This design comes from an exercise in tuning for small area on the open sky130 flow, not from production work.
Function was checked by simulation only, so behaviour that the tests miss may differ from the original.
Power is estimated from default activity; no workload was simulated.

==> job 9519: inputs <==
==> flow/design.v (excerpt) <==
module qcore (
  input              clk,
  input              RESET,       
  input      [15:0]  CMD,
  input      [31:0]  DIN,
  input              CMD_VALID,
  output             READY,
  output reg [31:0]  DOUT,
  output             FAULT,
  output     [3:0]   ERRCODE,
  output reg [15:0]  ERRCMD,
  output     [127:0] MOUT
);
  function [15:0] sat16(input [17:0] x);
    if (!x[17] && x[16:15] != 2'b00)     sat16 = 16'h7FFF;
    else if (x[17] && x[16:15] != 2'b11) sat16 = 16'h8000;
    else                                 sat16 = x[15:0];
  endfunction
  function [31:0] gate_entry(input [2:0] g, input r, input c);
    case (g)
      3'd0: gate_entry = (r != c) ? 32'h7FFF0000 : 32'h00000000;
      3'd1: gate_entry = (r != c) ? 32'h00000000 : (r ? 32'h80000000 : 32'h7FFF0000);
      3'd2: gate_entry = (r & c) ? 32'hA57E0000 : 32'h5A820000;
      3'd5: gate_entry = (r == c) ? 32'h00000000 : (r ? 32'h00007FFF : 32'h00008000);
      3'd6: gate_entry = (r == c) ? 32'h40004000 : 32'h4000C000;
      3'd7: gate_entry = (r == c) ? 32'h4000C000 : 32'h40004000;
      default: gate_entry = 32'h00000000;
    endcase
  endfunction
  reg [32*18-1:0] ring;
  reg [4:0]       ph;
  wire [31:0]     head = ring[31:0];
  reg [15*8-1:0]  scr;
  reg [2:0]       sph;
  wire [14:0]     sc0 = scr[14:0];
  reg [31:0] B0, B1;
  reg [17:0] ACC;
  reg        sticky, ssv;
  reg [2:0]  ecode;
  assign ERRCODE = {1'b0, ecode};
  assign FAULT   = |ecode;
  reg        busy;
  assign READY = ~busy;
  reg [4:0]  u;
  reg [3:0]  p;
  reg [2:0]  cnt;
  reg [14:0] mz0, mz1, mz2, mz3, mo0, mo1, mo2, mo3;
  assign MOUT = {1'b0, mz3, 1'b0, mo3, 1'b0, mz2, 1'b0, mo2,
                 1'b0, mz1, 1'b0, mo1, 1'b0, mz0, 1'b0, mo0};
  wire [3:0] opc = CMD[15:12];
  wire [3:0] f2  = CMD[11:8];
  wire [3:0] f1  = CMD[7:4];
  ...
clock: 19.0 ns
lec_check: 0
abc_area: 1
cap_margin: 0
core_margin: 2
core_utilization: 60
setup_slack_margin: 0.5
slew_margin: 0
standard.sh (not shown) runs the stock make flow with config.mk's settings and CLKGATE_MAP_FILE= SYNTH_SCRIPT=/design/flow/synth_recipe.tcl, a recipe that flattens the netlist after the stock synthesis.
==> flow/flow/run.sh <==
#!/bin/bash
# The standard layout (standard.sh) with three changes to how the layout is made:
#  - ABC maps the logic with an area-oriented script (flow/abc_area.script, selected by
#    ABC_AREA=1) instead of one that buffers and upsizes; registers are untouched;
#  - the port buffers are the smallest buffer cell;
#  - the clock tree uses clkbuf_4 leaf clusters and no dummy loads.
set -euo pipefail
rm -rf ./scripts_local
cp -r "$FLOW_HOME/scripts" ./scripts_local
cp ./flow/abc_area.script ./scripts_local/abc_area.script
export SCRIPTS_DIR="$PWD/scripts_local"
export BUFFER_PORTS_ARGS="-buffer_cell sky130_fd_sc_hd__buf_1"
export CTS_ARGS="-sink_clustering_enable -repair_clock_nets -buf_list sky130_fd_sc_hd__clkbuf_4 -sink_clustering_size 10 -sink_clustering_max_diameter 50 -dont_use_dummy_load"
bash ./standard.sh > standard_flow.log 2>&1
==> flow/flow/abc_area.script <==
strash
&get -n
&deepsyn -T 60
&put
dch -f
amap
topo
==> job 799 (differences from job 9519) <==
--- a/flow/flow/run.sh
+++ b/flow/flow/run.sh
@@ -11,4 +11,4 @@
 export SCRIPTS_DIR="$PWD/scripts_local"
 export BUFFER_PORTS_ARGS="-buffer_cell sky130_fd_sc_hd__buf_1"
-export CTS_ARGS="-sink_clustering_enable -repair_clock_nets -buf_list sky130_fd_sc_hd__clkbuf_4 -sink_clustering_size 10 -sink_clustering_max_diameter 50 -dont_use_dummy_load"
+export CTS_ARGS="-sink_clustering_enable -repair_clock_nets -buf_list sky130_fd_sc_hd__clkbuf_4 -sink_clustering_size 10 -sink_clustering_max_diameter 35 -dont_use_dummy_load"
 bash ./standard.sh > standard_flow.log 2>&1
==> flow/flow/abc_area.script (replaced) <==
strash
dc2
dch -f
map -a
mfs2
strash
dc2
dch -f
map -a
mfs2
strash
dc2
dch -f
amap
topo
==> job 603 (differences from job 9519) <==
--- a/flow/flow/run.sh
+++ b/flow/flow/run.sh
@@ -11,4 +11,4 @@
 export SCRIPTS_DIR="$PWD/scripts_local"
 export BUFFER_PORTS_ARGS="-buffer_cell sky130_fd_sc_hd__buf_1"
-export CTS_ARGS="-sink_clustering_enable -repair_clock_nets -buf_list sky130_fd_sc_hd__clkbuf_4 -sink_clustering_size 10 -sink_clustering_max_diameter 50 -dont_use_dummy_load"
+export CTS_ARGS="-sink_clustering_enable -repair_clock_nets -buf_list sky130_fd_sc_hd__clkbuf_4 -sink_clustering_size 10 -sink_clustering_max_diameter 35 -dont_use_dummy_load"
 bash ./standard.sh > standard_flow.log 2>&1
==> summary.txt <==
commonest cells in the netlist=dfxtp_1 (724), edfxtp_1 (248), nor2_1 (162); crit path to=B1[19]; Max-Slew Margin vs Limit=24.06%; Worst Tran Pin Value=between 1 and 1.5 ns; top layer used by detailed routing=met4; WL final=about 67 mm; vias in the first global route=16260; share of layout cells above drive strength 1=6.782%; status=timing/DRC/antenna clean; r2r endpoint=B1[19]; Fin Hold WS=0.2830 ns
the above is filed under job 603

==> summary.txt <==
status=timing/DRC/antenna clean; chip height=221.1 um; largest net degree at the start of global routing=82; share of layout cells above drive strength 1=a little under 7%; RR Startpoint=u[0]; WL final=about 74 mm; max FFs per register=about 580; Max-Slew Margin vs Limit=around 17%; Worst Tran Pin Value=1.236 ns; complex-gate fraction of the synthesized area=between 10% and 20%; # diodes=3; r2r endpoint=B1[29]; Resize count post-CTS=0; crit path to=B1[29]; Reg clk slew, reported paths=0.10 ns; vias in the first global route=~18000; commonest cells in the netlist=dfxtp_1 (724), nor2_1 (251), edfxtp_1 (248)
the above is filed under job 799

==> summary.txt <==
share of layout cells above drive strength 1=under 10%; vias in the first global route=roughly 16000; r2r endpoint=B1[13]; chip height=about 220 um; Fin Hold WS=roughly 0.3 ns; Max-Slew Margin vs Limit=about an eighth; Gate power share=10.6%; Worst Tran Pin Value=between 1 and 1.5 ns; commonest cells in the netlist=dfxtp_1 (724), edfxtp_1 (248), nor2_1 (149); status=timing/DRC/antenna clean; crit path to=B1[13]; WL final=roughly 64 mm; top layer used by detailed routing=met4
the above is filed under job 9519

[separate check: timing with driven ports]
The flow's constraints put no driver on any port. The routed layouts listed below were extracted and timed again, unchanged, in two steps. Step 1, drivers: a clkbuf_16 drives clk and a buf_2 each remaining input, both assumed. Step 2 times the ports against the registers' clock, not the clock port: input delays grow and output delays shrink by t, the midpoint of the rising clock arrivals with the driver on. Slacks: no drivers / after step 1 / after step 2; pairs: no drivers / after step 1.
run | t, ns | setup slack, ns | latest minus earliest clock arrival (ns) | slew at the worst register clock pin (ns) | worst slew at a driven data input, ns
job 9519 | 0.909 | 1.521 / 1.521 / 1.521 | 0.088 / 0.088 | 0.11 / 0.11 | 0.05
job 799 | 0.900 | 1.664 / 1.664 / 1.664 | 0.119 / 0.120 | 0.11 / 0.11 | 0.04
job 603 | 0.909 | 1.771 / 1.771 / 1.771 | 0.100 / 0.100 | 0.11 / 0.11 | 0.06
After both steps setup and hold are still met in every run listed.
